This design comes from an exercise in tuning for small area, a short achievable clock period and few clock cycles on the open sky130 flow, not from production work.
Function was checked by simulation only, so behaviour that the tests miss may differ from the original.

===== design/flow/config.mk =====
export PLATFORM = sky130hd
export DESIGN_NAME = s345_rx
export DESIGN_NICKNAME = s345_rx
export VERILOG_FILES = /design/flow/design.v
export SDC_FILE = /design/flow/constraint.sdc
export NUM_CORES = 4
export LEC_CHECK = 0
export CAP_MARGIN = 20
export CORE_MARGIN = 2
export CORE_UTILIZATION = 35
export PLACE_DENSITY = 0.6
export SLEW_MARGIN = 20

===== design/flow/constraint.sdc =====
create_clock -name core_clock -period 36.0 [get_ports {clk}]
set_input_delay 7.2000 -clock core_clock [delete_from_list [all_inputs] [get_ports {clk}]]
set_output_delay 7.2000 -clock core_clock [all_outputs]
set_load 0.01 [all_outputs]

===== design/flow/design.v =====
module s345_smstep (
    input  wire         en,           
    input  wire         b,            
    input  wire [31:0]  cfg_sync_pattern,
    input  wire [5:0]   cfg_sync_width,
    input  wire [31:0]  cfg_est_num,
    input  wire [15:0]  cfg_est_den,
    input  wire [3:0]   cfg_ch_min,
    input  wire [3:0]   cfg_ch_max,
    input  wire [31:0]  cfg_chan_vendor,
    input  wire [63:0]  cfg_poly,
    input  wire [63:0]  cfg_fxor,
    input  wire [15:0]  cfg_plan_len,
    input  wire [319:0] cfg_plan,
    input  wire [20:0]  lock_sum,
    input  wire [15:0]  lock_den,
    input  wire [2:0]   st_i,
    input  wire [3:0]   plan_idx_i,
    input  wire [31:0]  sync_shift_i,
    input  wire [31:0]  avg_num_i,
    input  wire [15:0]  avg_den_i,
    input  wire         pend_valid_i,
    input  wire         pend_level_i,
    input  wire [31:0]  man_acc_i,
    input  wire [5:0]   man_cnt_i,
    input  wire [15:0]  crc_reg_i,
    input  wire [1:0]   cur_vendor_i,
    input  wire [3:0]   cur_channel_i,
    input  wire         cur_hdr_i,
    input  wire [31:0]  cur_header_i,
    input  wire [31:0]  cur_txid_i,
    input  wire [7:0]   cur_state_i,
    output reg  [2:0]   st_o,
    output reg  [3:0]   plan_idx_o,
    output reg  [31:0]  sync_shift_o,
    output reg  [31:0]  avg_num_o,
    output reg  [15:0]  avg_den_o,
    output reg          pend_valid_o,
    output reg          pend_level_o,
    output reg  [31:0]  man_acc_o,
    output reg  [5:0]   man_cnt_o,
    output reg  [15:0]  crc_reg_o,
    output reg  [1:0]   cur_vendor_o,
    output reg  [3:0]   cur_channel_o,
    output reg          cur_hdr_o,
    output reg  [31:0]  cur_header_o,
    output reg  [31:0]  cur_txid_o,
    output reg  [7:0]   cur_state_o,
    output reg          ev_sync,
    output reg          ev_man_err,
    output reg          ev_chan_err,
    output reg          ev_zero_txid,
    output reg          ev_crc_err,
    output reg          ev_msg         
);
    localparam [2:0] S_SYNC    = 3'd0;
    localparam [2:0] S_CHANNEL = 3'd1;
    localparam [2:0] S_HEADER  = 3'd2;
    localparam [2:0] S_TXID    = 3'd3;
    localparam [2:0] S_STATE   = 3'd4;
    localparam [2:0] S_CRC     = 3'd5;
    function [15:0] crc_push;
        input [15:0] reg_in;
        input [31:0] data;
        input [5:0]  n;
        input [15:0] poly;
        integer i;
        reg [15:0] r;
        reg top;
        begin
            r = reg_in;
            for (i = 31; i >= 0; i = i - 1) begin
                if (i < n) begin
                    top = r[15];
                    r = {r[14:0], data[i]};
                    if (top) r = r ^ poly;
                end
            end
            crc_push = r;
        end
    endfunction
    function [15:0] crc_final;
        input [15:0] reg_in;
        input [15:0] poly;
        input [15:0] fxor;
        integer i;
        reg [15:0] r;
        reg top;
        begin
            r = reg_in;
            for (i = 0; i < 16; i = i + 1) begin
                top = r[15];
                r = {r[14:0], 1'b0};
                if (top) r = r ^ poly;
            end
            crc_final = r ^ fxor;
        end
    endfunction
    function [9:0] plan_entry;
        input [319:0] plan;
        input [1:0]   v;
        input [3:0]   e;
        begin
            plan_entry = plan[({v, e[2:0]}) * 10 +: 10];
        end
    endfunction
    function [2:0] next_state;
        input [319:0] plan;
        input [15:0]  plan_len;
        input [1:0]   v;
        input [3:0]   i;
        reg   [3:0]   len;
        reg   [9:0]   ent;
        begin
            len = plan_len[v * 4 +: 4];
            ent = plan_entry(plan, v, i);
            if (i < len && i < 4'd8) next_state = ent[2:0];
            else                     next_state = S_CRC;
        end
    endfunction
    reg  [31:0] sync_mask;
    reg  [9:0]  ent;
    reg  [5:0]  fw;
    reg  [31:0] fmask;
    reg  [31:0] v;
    reg  [63:0] wide;
    reg  [3:0]  c;
    reg  [1:0]  vd;
    reg  [3:0]  idx1;
    reg         decoded_bit;
    reg         is_field;
    always @* begin
        st_o          = st_i;
        plan_idx_o    = plan_idx_i;
        sync_shift_o  = sync_shift_i;
        avg_num_o     = avg_num_i;
        avg_den_o     = avg_den_i;
        pend_valid_o  = pend_valid_i;
        pend_level_o  = pend_level_i;
        man_acc_o     = man_acc_i;
        man_cnt_o     = man_cnt_i;
        crc_reg_o     = crc_reg_i;
        cur_vendor_o  = cur_vendor_i;
        cur_channel_o = cur_channel_i;
        cur_hdr_o     = cur_hdr_i;
        cur_header_o  = cur_header_i;
        cur_txid_o    = cur_txid_i;
        cur_state_o   = cur_state_i;
        ev_sync       = 1'b0;
        ev_man_err    = 1'b0;
        ev_chan_err   = 1'b0;
        ev_zero_txid  = 1'b0;
        ev_crc_err    = 1'b0;
        ev_msg        = 1'b0;
        sync_mask   = (cfg_sync_width >= 6'd32) ? 32'hFFFF_FFFF
                                                : ((32'd1 << cfg_sync_width) - 32'd1);
        ent         = plan_entry(cfg_plan, cur_vendor_i, plan_idx_i);
        fw          = 6'd0;
        fmask       = 32'd0;
        v           = 32'd0;
        wide        = 64'd0;
        c           = 4'd0;
        vd          = 2'd0;
        idx1        = 4'd0;
        decoded_bit = 1'b0;
        is_field    = (st_i == S_CHANNEL) || (st_i == S_HEADER) || (st_i == S_TXID) ||
                      (st_i == S_STATE)   || (st_i == S_CRC);
        if (en) begin
            if (st_i == S_SYNC) begin
                sync_shift_o = ((sync_shift_i << 1) | {31'd0, b}) & sync_mask;
                if (sync_shift_o == (cfg_sync_pattern & sync_mask)) begin
                    avg_num_o = {11'd0, lock_sum};
                    avg_den_o = lock_den;
                    ev_sync   = 1'b1;
                    st_o      = S_CHANNEL;
                end
            end else if (is_field) begin
                if (!pend_valid_i) begin
                    pend_level_o = b;
                    pend_valid_o = 1'b1;
                end else if (pend_level_i == b) begin
                    ev_man_err = 1'b1;         
                end else begin
                    decoded_bit  = ~pend_level_i;    
                    man_acc_o    = {man_acc_i[30:0], decoded_bit};
                    man_cnt_o    = (man_cnt_i >= 6'd32) ? 6'd32 : man_cnt_i + 6'd1;
                    pend_valid_o = 1'b0;
                    case (st_i)
                        S_CHANNEL: fw = 6'd4;
                        S_CRC:     fw = 6'd16;
                        default:   fw = ent[9:4];
                    endcase
                    if (man_cnt_o >= fw) begin
                        fmask     = (fw >= 6'd32) ? 32'hFFFF_FFFF : ((32'd1 << fw) - 32'd1);
                        v         = man_acc_o & fmask;
                        man_acc_o = 32'd0;
                        man_cnt_o = 6'd0;
                        case (st_i)
                            S_CHANNEL: begin
                                c = v[3:0];
                                if (c >= cfg_ch_min && c <= cfg_ch_max) begin
                                    vd            = cfg_chan_vendor[c * 2 +: 2];
                                    cur_vendor_o  = vd;
                                    cur_channel_o = c;
                                    cur_hdr_o     = 1'b0;
                                    cur_header_o  = 32'd0;
                                    cur_txid_o    = 32'd0;
                                    cur_state_o   = 8'd0;
                                    crc_reg_o     = crc_push(16'd0, {28'd0, c}, 6'd4,
                                                             cfg_poly[vd * 16 +: 16]);
                                    plan_idx_o    = 4'd0;
                                    st_o          = next_state(cfg_plan, cfg_plan_len, vd, 4'd0);
                                end else begin
                                    ev_chan_err = 1'b1;
                                    st_o        = S_SYNC;    
                                end
                            end
                            S_HEADER: begin
                                wide         = ({32'd0, cur_header_i} << fw) | {32'd0, v};
                                cur_header_o = wide[31:0];
                                cur_hdr_o    = 1'b1;
                                crc_reg_o    = crc_push(crc_reg_i, v, fw,
                                                        cfg_poly[cur_vendor_i * 16 +: 16]);
                                idx1         = plan_idx_i + 4'd1;
                                plan_idx_o   = idx1;
                                st_o         = next_state(cfg_plan, cfg_plan_len, cur_vendor_i, idx1);
                            end
                            S_TXID: begin
                                wide       = ({32'd0, cur_txid_i} << fw) | {32'd0, v};
                                cur_txid_o = wide[31:0];
                                if (ent[3] && cur_txid_o == 32'd0) begin
                                    ev_zero_txid = 1'b1;
                                    st_o         = S_SYNC;   
                                end else begin
                                    crc_reg_o  = crc_push(crc_reg_i, v, fw,
                                                          cfg_poly[cur_vendor_i * 16 +: 16]);
                                    idx1       = plan_idx_i + 4'd1;
                                    plan_idx_o = idx1;
                                    st_o       = next_state(cfg_plan, cfg_plan_len, cur_vendor_i, idx1);
                                end
                            end
                            S_STATE: begin
                                wide        = ({32'd0, 24'd0, cur_state_i} << fw) | {32'd0, v};
                                cur_state_o = wide[7:0];
                                crc_reg_o   = crc_push(crc_reg_i, v, fw,
                                                       cfg_poly[cur_vendor_i * 16 +: 16]);
                                idx1        = plan_idx_i + 4'd1;
                                plan_idx_o  = idx1;
                                st_o        = next_state(cfg_plan, cfg_plan_len, cur_vendor_i, idx1);
                            end
                            default: begin   
                                if (v[15:0] == crc_final(crc_reg_i,
                                                         cfg_poly[cur_vendor_i * 16 +: 16],
                                                         cfg_fxor[cur_vendor_i * 16 +: 16]))
                                    ev_msg     = 1'b1;
                                else
                                    ev_crc_err = 1'b1;
                                st_o = S_SYNC;       
                            end
                        endcase
                        if (st_o == S_SYNC) begin
                            plan_idx_o   = 4'd0;
                            sync_shift_o = 32'd0;
                            avg_num_o    = cfg_est_num;
                            avg_den_o    = cfg_est_den;
                            cur_vendor_o  = 2'd0;
                            cur_channel_o = 4'd0;
                            cur_hdr_o     = 1'b0;
                            cur_header_o  = 32'd0;
                            cur_txid_o    = 32'd0;
                            cur_state_o   = 8'd0;
                        end
                    end
                end
            end
        end
    end
endmodule
module s345_rx (
    input  wire         clk,
    input  wire         rst_n,
    input  wire [31:0]  cfg_sync_pattern,
    input  wire [5:0]   cfg_sync_width,     
    input  wire [31:0]  cfg_est_num,        
    input  wire [15:0]  cfg_est_den,        
    input  wire [3:0]   cfg_ch_min,
    input  wire [3:0]   cfg_ch_max,
    input  wire [31:0]  cfg_chan_vendor,    
    input  wire [63:0]  cfg_poly,           
    input  wire [63:0]  cfg_fxor,           
    input  wire [15:0]  cfg_plan_len,       
    input  wire [319:0] cfg_plan,           
    input  wire         in_valid,
    input  wire         in_level,
    output wire         in_ready,
    output reg          m_valid,
    output reg  [1:0]   m_vendor,
    output reg  [3:0]   m_channel,
    output reg          m_hdr_present,
    output reg  [31:0]  m_header,
    output reg  [31:0]  m_txid,
    output reg  [7:0]   m_state,
    output reg  [15:0]  cnt_sync,
    output reg  [15:0]  cnt_man_err,
    output reg  [15:0]  cnt_chan_err,
    output reg  [15:0]  cnt_zero_txid,
    output reg  [15:0]  cnt_crc_err
);
    assign in_ready = 1'b1;
    reg         prev_level;
    reg  [2:0]  st;
    reg  [3:0]  plan_idx;
    reg  [31:0] sync_shift;
    reg  [31:0] avg_num;
    reg  [15:0] avg_den;
    reg         pend_valid;
    reg         pend_level;
    reg  [31:0] man_acc;
    reg  [5:0]  man_cnt;
    reg  [15:0] crc_reg;
    reg  [1:0]  cur_vendor;
    reg  [3:0]  cur_channel;
    reg         cur_hdr;
    reg  [31:0] cur_header;
    reg  [31:0] cur_txid;
    reg  [7:0]  cur_state;
    reg  [4:0]  trk_cur;
    reg  [15:0] trk_slot [0:30];
    wire        push = in_valid && in_ready;
    wire        trans = push && (in_level != prev_level);
    wire [4:0]  trk_w    = cfg_sync_width[4:0] - 5'd1;    
    wire [4:0]  trk_prev = (trk_cur == 5'd0) ? trk_w - 5'd1 : trk_cur - 5'd1;
    wire [4:0]  trk_next = (trk_cur == trk_w - 5'd1) ? 5'd0 : trk_cur + 5'd1;
    wire [15:0] cur_slot = trk_slot[trk_cur];
    reg  [20:0] lock_sum;
    integer j;
    always @* begin
        lock_sum = 21'd0;
        for (j = 0; j < 31; j = j + 1) begin
            if (j < trk_w && j[4:0] != trk_cur && j[4:0] != trk_prev)
                lock_sum = lock_sum + {5'd0, trk_slot[j]};
        end
    end
    wire [15:0] lock_den = {11'd0, trk_w} - 16'd2;
    wire [31:0] c_den       = {16'd0, cur_slot} * {16'd0, avg_den};
    wire [33:0] two_c_den   = {1'b0, c_den, 1'b0};
    wire [33:0] three_num   = {2'd0, avg_num} + {1'b0, avg_num, 1'b0};
    reg  [1:0]  sym_count;
    always @* begin
        if (cur_slot == 16'd0)                 sym_count = 2'd0;
        else if (avg_num == 32'd0)             sym_count = 2'd2;
        else if (two_c_den >= three_num)       sym_count = 2'd2;
        else if (two_c_den >= {2'd0, avg_num}) sym_count = 2'd1;
        else                                   sym_count = 2'd0;
    end
    wire        en0 = trans && (sym_count >= 2'd1);
    wire        en1 = trans && (sym_count == 2'd2);
    wire [2:0]  st_1,         st_2;
    wire [3:0]  plan_idx_1,   plan_idx_2;
    wire [31:0] sync_shift_1, sync_shift_2;
    wire [31:0] avg_num_1,    avg_num_2;
    wire [15:0] avg_den_1,    avg_den_2;
    wire        pend_valid_1, pend_valid_2;
    wire        pend_level_1, pend_level_2;
    wire [31:0] man_acc_1,    man_acc_2;
    wire [5:0]  man_cnt_1,    man_cnt_2;
    wire [15:0] crc_reg_1,    crc_reg_2;
    wire [1:0]  cur_vendor_1, cur_vendor_2;
    wire [3:0]  cur_channel_1, cur_channel_2;
    wire        cur_hdr_1,    cur_hdr_2;
    wire [31:0] cur_header_1, cur_header_2;
    wire [31:0] cur_txid_1,   cur_txid_2;
    wire [7:0]  cur_state_1,  cur_state_2;
    wire        ev_sync_0, ev_man_err_0, ev_chan_err_0, ev_zero_txid_0, ev_crc_err_0, ev_msg_0;
    wire        ev_sync_1, ev_man_err_1, ev_chan_err_1, ev_zero_txid_1, ev_crc_err_1, ev_msg_1;
    s345_smstep u_step0 (
        .en(en0), .b(prev_level),
        .cfg_sync_pattern(cfg_sync_pattern), .cfg_sync_width(cfg_sync_width),
        .cfg_est_num(cfg_est_num), .cfg_est_den(cfg_est_den),
        .cfg_ch_min(cfg_ch_min), .cfg_ch_max(cfg_ch_max), .cfg_chan_vendor(cfg_chan_vendor),
        .cfg_poly(cfg_poly), .cfg_fxor(cfg_fxor), .cfg_plan_len(cfg_plan_len), .cfg_plan(cfg_plan),
        .lock_sum(lock_sum), .lock_den(lock_den),
        .st_i(st), .plan_idx_i(plan_idx), .sync_shift_i(sync_shift),
        .avg_num_i(avg_num), .avg_den_i(avg_den),
        .pend_valid_i(pend_valid), .pend_level_i(pend_level),
        .man_acc_i(man_acc), .man_cnt_i(man_cnt), .crc_reg_i(crc_reg),
        .cur_vendor_i(cur_vendor), .cur_channel_i(cur_channel), .cur_hdr_i(cur_hdr),
        .cur_header_i(cur_header), .cur_txid_i(cur_txid), .cur_state_i(cur_state),
        .st_o(st_1), .plan_idx_o(plan_idx_1), .sync_shift_o(sync_shift_1),
        .avg_num_o(avg_num_1), .avg_den_o(avg_den_1),
        .pend_valid_o(pend_valid_1), .pend_level_o(pend_level_1),
        .man_acc_o(man_acc_1), .man_cnt_o(man_cnt_1), .crc_reg_o(crc_reg_1),
        .cur_vendor_o(cur_vendor_1), .cur_channel_o(cur_channel_1), .cur_hdr_o(cur_hdr_1),
        .cur_header_o(cur_header_1), .cur_txid_o(cur_txid_1), .cur_state_o(cur_state_1),
        .ev_sync(ev_sync_0), .ev_man_err(ev_man_err_0), .ev_chan_err(ev_chan_err_0),
        .ev_zero_txid(ev_zero_txid_0), .ev_crc_err(ev_crc_err_0), .ev_msg(ev_msg_0)
    );
    s345_smstep u_step1 (
        .en(en1), .b(prev_level),
        .cfg_sync_pattern(cfg_sync_pattern), .cfg_sync_width(cfg_sync_width),
        .cfg_est_num(cfg_est_num), .cfg_est_den(cfg_est_den),
        .cfg_ch_min(cfg_ch_min), .cfg_ch_max(cfg_ch_max), .cfg_chan_vendor(cfg_chan_vendor),
        .cfg_poly(cfg_poly), .cfg_fxor(cfg_fxor), .cfg_plan_len(cfg_plan_len), .cfg_plan(cfg_plan),
        .lock_sum(lock_sum), .lock_den(lock_den),
        .st_i(st_1), .plan_idx_i(plan_idx_1), .sync_shift_i(sync_shift_1),
        .avg_num_i(avg_num_1), .avg_den_i(avg_den_1),
        .pend_valid_i(pend_valid_1), .pend_level_i(pend_level_1),
        .man_acc_i(man_acc_1), .man_cnt_i(man_cnt_1), .crc_reg_i(crc_reg_1),
        .cur_vendor_i(cur_vendor_1), .cur_channel_i(cur_channel_1), .cur_hdr_i(cur_hdr_1),
        .cur_header_i(cur_header_1), .cur_txid_i(cur_txid_1), .cur_state_i(cur_state_1),
        .st_o(st_2), .plan_idx_o(plan_idx_2), .sync_shift_o(sync_shift_2),
        .avg_num_o(avg_num_2), .avg_den_o(avg_den_2),
        .pend_valid_o(pend_valid_2), .pend_level_o(pend_level_2),
        .man_acc_o(man_acc_2), .man_cnt_o(man_cnt_2), .crc_reg_o(crc_reg_2),
        .cur_vendor_o(cur_vendor_2), .cur_channel_o(cur_channel_2), .cur_hdr_o(cur_hdr_2),
        .cur_header_o(cur_header_2), .cur_txid_o(cur_txid_2), .cur_state_o(cur_state_2),
        .ev_sync(ev_sync_1), .ev_man_err(ev_man_err_1), .ev_chan_err(ev_chan_err_1),
        .ev_zero_txid(ev_zero_txid_1), .ev_crc_err(ev_crc_err_1), .ev_msg(ev_msg_1)
    );
    integer k;
    always @(posedge clk) begin
        if (!rst_n) begin
            prev_level  <= 1'b0;
            st          <= 3'd0;
            plan_idx    <= 4'd0;
            sync_shift  <= 32'd0;
            avg_num     <= cfg_est_num;
            avg_den     <= cfg_est_den;
            pend_valid  <= 1'b0;
            pend_level  <= 1'b0;
            man_acc     <= 32'd0;
            man_cnt     <= 6'd0;
            crc_reg     <= 16'd0;
            cur_vendor  <= 2'd0;
            cur_channel <= 4'd0;
            cur_hdr     <= 1'b0;
            cur_header  <= 32'd0;
            cur_txid    <= 32'd0;
            cur_state   <= 8'd0;
            trk_cur     <= 5'd0;
            for (k = 0; k < 31; k = k + 1)
                trk_slot[k] <= 16'd0;
        end else if (push) begin
            if (!trans) begin
                if (cur_slot != 16'hFFFF)
                    trk_slot[trk_cur] <= cur_slot + 16'd1;
            end else begin
                st          <= st_2;
                plan_idx    <= plan_idx_2;
                sync_shift  <= sync_shift_2;
                avg_num     <= avg_num_2;
                avg_den     <= avg_den_2;
                pend_valid  <= pend_valid_2;
                pend_level  <= pend_level_2;
                man_acc     <= man_acc_2;
                man_cnt     <= man_cnt_2;
                crc_reg     <= crc_reg_2;
                cur_vendor  <= cur_vendor_2;
                cur_channel <= cur_channel_2;
                cur_hdr     <= cur_hdr_2;
                cur_header  <= cur_header_2;
                cur_txid    <= cur_txid_2;
                cur_state   <= cur_state_2;
                trk_cur     <= trk_next;
                trk_slot[trk_next] <= 16'd1;
                prev_level  <= in_level;
            end
        end
    end
    always @(posedge clk) begin
        if (!rst_n) begin
            m_valid       <= 1'b0;
            m_vendor      <= 2'd0;
            m_channel     <= 4'd0;
            m_hdr_present <= 1'b0;
            m_header      <= 32'd0;
            m_txid        <= 32'd0;
            m_state       <= 8'd0;
            cnt_sync      <= 16'd0;
            cnt_man_err   <= 16'd0;
            cnt_chan_err  <= 16'd0;
            cnt_zero_txid <= 16'd0;
            cnt_crc_err   <= 16'd0;
        end else begin
            m_valid <= ev_msg_0 || ev_msg_1;
            if (ev_msg_0) begin
                m_vendor      <= cur_vendor;
                m_channel     <= cur_channel;
                m_hdr_present <= cur_hdr;
                m_header      <= cur_header;
                m_txid        <= cur_txid;
                m_state       <= cur_state;
            end else if (ev_msg_1) begin
                m_vendor      <= cur_vendor_1;
                m_channel     <= cur_channel_1;
                m_hdr_present <= cur_hdr_1;
                m_header      <= cur_header_1;
                m_txid        <= cur_txid_1;
                m_state       <= cur_state_1;
            end
            cnt_sync      <= cnt_sync      + {15'd0, ev_sync_0}      + {15'd0, ev_sync_1};
            cnt_man_err   <= cnt_man_err   + {15'd0, ev_man_err_0}   + {15'd0, ev_man_err_1};
            cnt_chan_err  <= cnt_chan_err  + {15'd0, ev_chan_err_0}  + {15'd0, ev_chan_err_1};
            cnt_zero_txid <= cnt_zero_txid + {15'd0, ev_zero_txid_0} + {15'd0, ev_zero_txid_1};
            cnt_crc_err   <= cnt_crc_err   + {15'd0, ev_crc_err_0}   + {15'd0, ev_crc_err_1};
        end
    end
endmodule

===== design/flow/run.sh =====
#!/bin/bash
# synth_recipe.tcl (not shown) runs the flow's synth.tcl, then flattens the netlist and writes it again
# the make line also repeats each setting of config.mk as NAME=value (left out here)
make -C /OpenROAD-flow-scripts/flow DESIGN_CONFIG=/design/flow/config.mk WORK_HOME=/design/flow/orfs CLKGATE_MAP_FILE= SYNTH_SCRIPT=/design/flow/synth_recipe.tcl finish

==> summary.md <==
| Metric | Value |
|---|---|
| Status | complete, no violations |
| Sink Count | 903 |
| Final Max Slew Viols | 0 |
| Critical path data arrival time | 35.68 ns |
| Synth cell count leaders | nand2_1 (1597), nor2_1 (1452), a21oi_1 (955) |
| Skew-Pair Late Insertion Delay | 0.89 ns |
| DR WL/cell | 25.6 µm |
| Final Hold Vio Count | 0 |
| Layout Nets | 16580 |
| Worst path depth | 145 |
| Critical Path Slowest Stage Cell | a222oi_1 |
| Die ar. | 0.332 mm² |
| Core ar. | 0.327 mm² |
| Tcrit/Tclk final | 0.974 |
| Unique cell type count in the Yosys netlist | 164 |
| DR iter-0 viols | 11449 |
| Worst path required time | 36.60 ns |
| Critical Path Sink | avg_num[20] |
| CP peak stage delay | 0.42 ns |
| Area growth from synthesis to layout | 21.7% |
| Largest net degree at the start of global routing | 72 |
| Synth area leaders | edfxtp_1 (15%), ha_1 (8.3%), xnor2_1 (6.4%), dfxtp_1 (6.0%), mux4_2 (6.0%) |
| Global-route wire length before repair | 720 mm |
| Initial antenna violation count | 53 |
| Worst-margin pin slew | 1.30 ns |
| ANT nets after route | 0 |
| CTS Buf Count | 134 |
| Reg2reg setup slack | 6.70 ns |
| RD Place Congestion | 1.03 |
| Worst Reg-to-Reg Cells | 141 |
| Avg Synthesized Cell Area | 8.19 µm² |
| Vias in the first global route | 108018 |
| Async set-reset flop share out of synthesis | 0 |
| Ys Warns | 2 |
| Largest register FFs | 512 |
| Min Tclk post-route | 35.08 ns |
| Final setup viols | 0 |
| DIE WIDTH | 576 µm |
| CTS tree | built |
| Critical path class | in2reg |
| Layout cells sized above 1 | 0.178 |
| Clock Skews | 0.0978 ns |
| H-tree levels | 4 |
| Nature of the critical path startpoint | primary input |
| Critical Path Start | cfg_sync_width[2] |
| Max frequency | 28.5 MHz |
| Reg-to-reg critical path endpoint | avg_num[20] |
| Total negative setup slack | 0 ns |
| Die Y | 576 µm |
| Clock Tree Buf Depth | 4 |
| Vias/cell | 5.85 |
| Max-cap violations | 0 |
| Yosys top cell area share | 0.147 |
| Crit path max-delay family | adder cells |
| Setup crit end kind | flip-flop |
| Drt drc | 0 |
| Crit path buf inv count | 16 |
| Slew margin rel. | 0.128 |
| Main synth FF type | edfxtp_1 |
| Cells after synthesis | 13996 |
| Drt first pass iters | 6 |
| Most flop-heavy register | trk_slot |
| I/O pin count | 755 |
| Gr usage total | 0.287 |
| Post-synthesis register bit count | 903 |
| Cell mode on critical path | ha_1 |
| Post-synth EDFFs | 560 |
| CP Max Fanout | 4 |
| Starting density of the core | 0.351 |
| Via count | 113767 |
| Root Buffer | clkbuf_16 |
| Clock slew at reported path FFs | 0.05 ns |
| Seq/Total Area, Yosys | 0.207 |
| Aggregate global routing overflow | 0 |
| Worst hold path type | reg2reg |
| Cell area after synthesis | 0.115 mm² |
| FF-to-FF Start | trk_cur[0] |
| Detailed placement HPWL | 382 mm |
| Most common cell in the netlist | nand2_1 |
| Routed WL | 498 mm |
| Fin util | 0.427 |
| Rows | 210 |
| Area leader, netlist | edfxtp_1 |
| Port Buffers | 753 |
stage by stage:
step / cell area (µm²) / cells / hold slack [ns] / setup slack (ns)
6_report: 139000 / 19463 / 0.492 / 0.920
5_1_grt: 139000 / 19451 / 0.519 / -0.366
4_1_cts: 136000 / 19376 / 0.499 / 0.0106
3_5_place_dp: 131000 / 19141 / 0.485 / -2.27
3_3_place_gp: 131000 / 19138 / 0.477 / -1.80
2_1_floorplan: 115000 / 13997 / 0.445 / 0.0245
worst min-delay path: stages (launching register included):
cell	delay, ns
dfxtp_1	0.32
mux2i_1	0.07
nor2_1	0.07
worst min path at each step:
stage                   start        endpoint  slack, ns  cells past startpoint
6_report           m_txid[27]      m_txid[27]       0.49                      2
5_1_grt           m_header[5]     m_header[5]       0.52                      2
4_1_cts           m_header[5]     m_header[5]       0.50                      2
3_5_place_dp      m_header[5]     m_header[5]       0.48                      2
3_3_place_gp      m_header[7]     m_header[7]       0.48                      2
2_1_floorplan  cur_header[31]  cur_header[31]       0.45                      2
cell type report:
cell class / count / area [µm²]
Sequential cell: 903 / 23700
Fill cell: 32367 / 187000
Multi-Input combinational cell: 11309 / 87200
Clock inverter: 59 / 676
Clock buffer: 168 / 3650
Inverter: 855 / 3220
Timing Repair Buffer: 1791 / 15400
Tap cell: 4346 / 5440
Antenna cell: 32 / 80.1
cell usage in the layout, fill, tap and decap left out, types with 560 or more instances in the layout:
| master | Yosys | routed |
|---|---|---|
| edfxtp_1 | 560 | 560 |
| xnor2_1 | 832 | 808 |
| buf_4 | 42 | 1028 |
| nand2_1 | 1597 | 1582 |
| nor2_1 | 1452 | 1408 |
| o21ai_0 | 890 | 658 |
| ha_1 | 762 | 687 |
| a21oi_1 | 955 | 738 |
| clkdlybuf4s50_1 | 0 | 748 |
| inv_1 | 842 | 815 |
cells by family (layout without fill, tap and decap cells):
logic type,after synthesis,after routing,synth area share
compound gates,3514,3514,0.200
xor+xnor,1167,1167,0.0897
fa+ha+maj,1004,1004,0.124
buf+inv,1785,2873,0.0655
flops,903,903,0.207
mux,1141,1141,0.137
other cells,2,35,0.0000655
simple gates,4480,4480,0.177
layer usage:
layer,vias up,part of all wire,global-route usage
li1,52234,-,-
met1,54996,0.39,0.353
met2,5339,0.45,0.459
met3,1178,0.092,0.0569
met4,20,0.073,0.183
met5,-,0.00024,0
what timing repair did:
action / CTS / global route
hold buffers: 0 / 0
endpoints found under the setup margin: 10 / 14
pin swaps: 36 / 248
gates resized for setup: 175 / 658
setup buffers: 8 / 53
Testbench counts, summed over its fixed seeds: cycles 113,360.

## static timing again, ports no longer ideal
Ports are ideal in the flow. The routed layout listed here was re-timed in OpenROAD.
Step 1: set_driving_cell puts a clkbuf_16 on clk and a buf_2 on each other input, an assumption about the parent block.
Step 2 moves the port delays by t, midway between the first and last clock arrival at a register: inputs arrive t later, outputs are due t later. That takes back most of the time a late clock gives input paths.
a / b / c = ideal ports / drivers / drivers and shift; a / b = the first two.
t (ns): 0.940
setup WS [ns]: 0.920 / 1.002 / 0.062
worst hold slack (ns): 0.492 / 0.492 / 0.492
worst setup path after step 2: input to register
worst slew at a driven data input, ns: 0.47
After both steps setup and hold are still met in this run. The setup slack of this run moves by +0.082 ns with the drivers and by -0.858 ns with both steps.
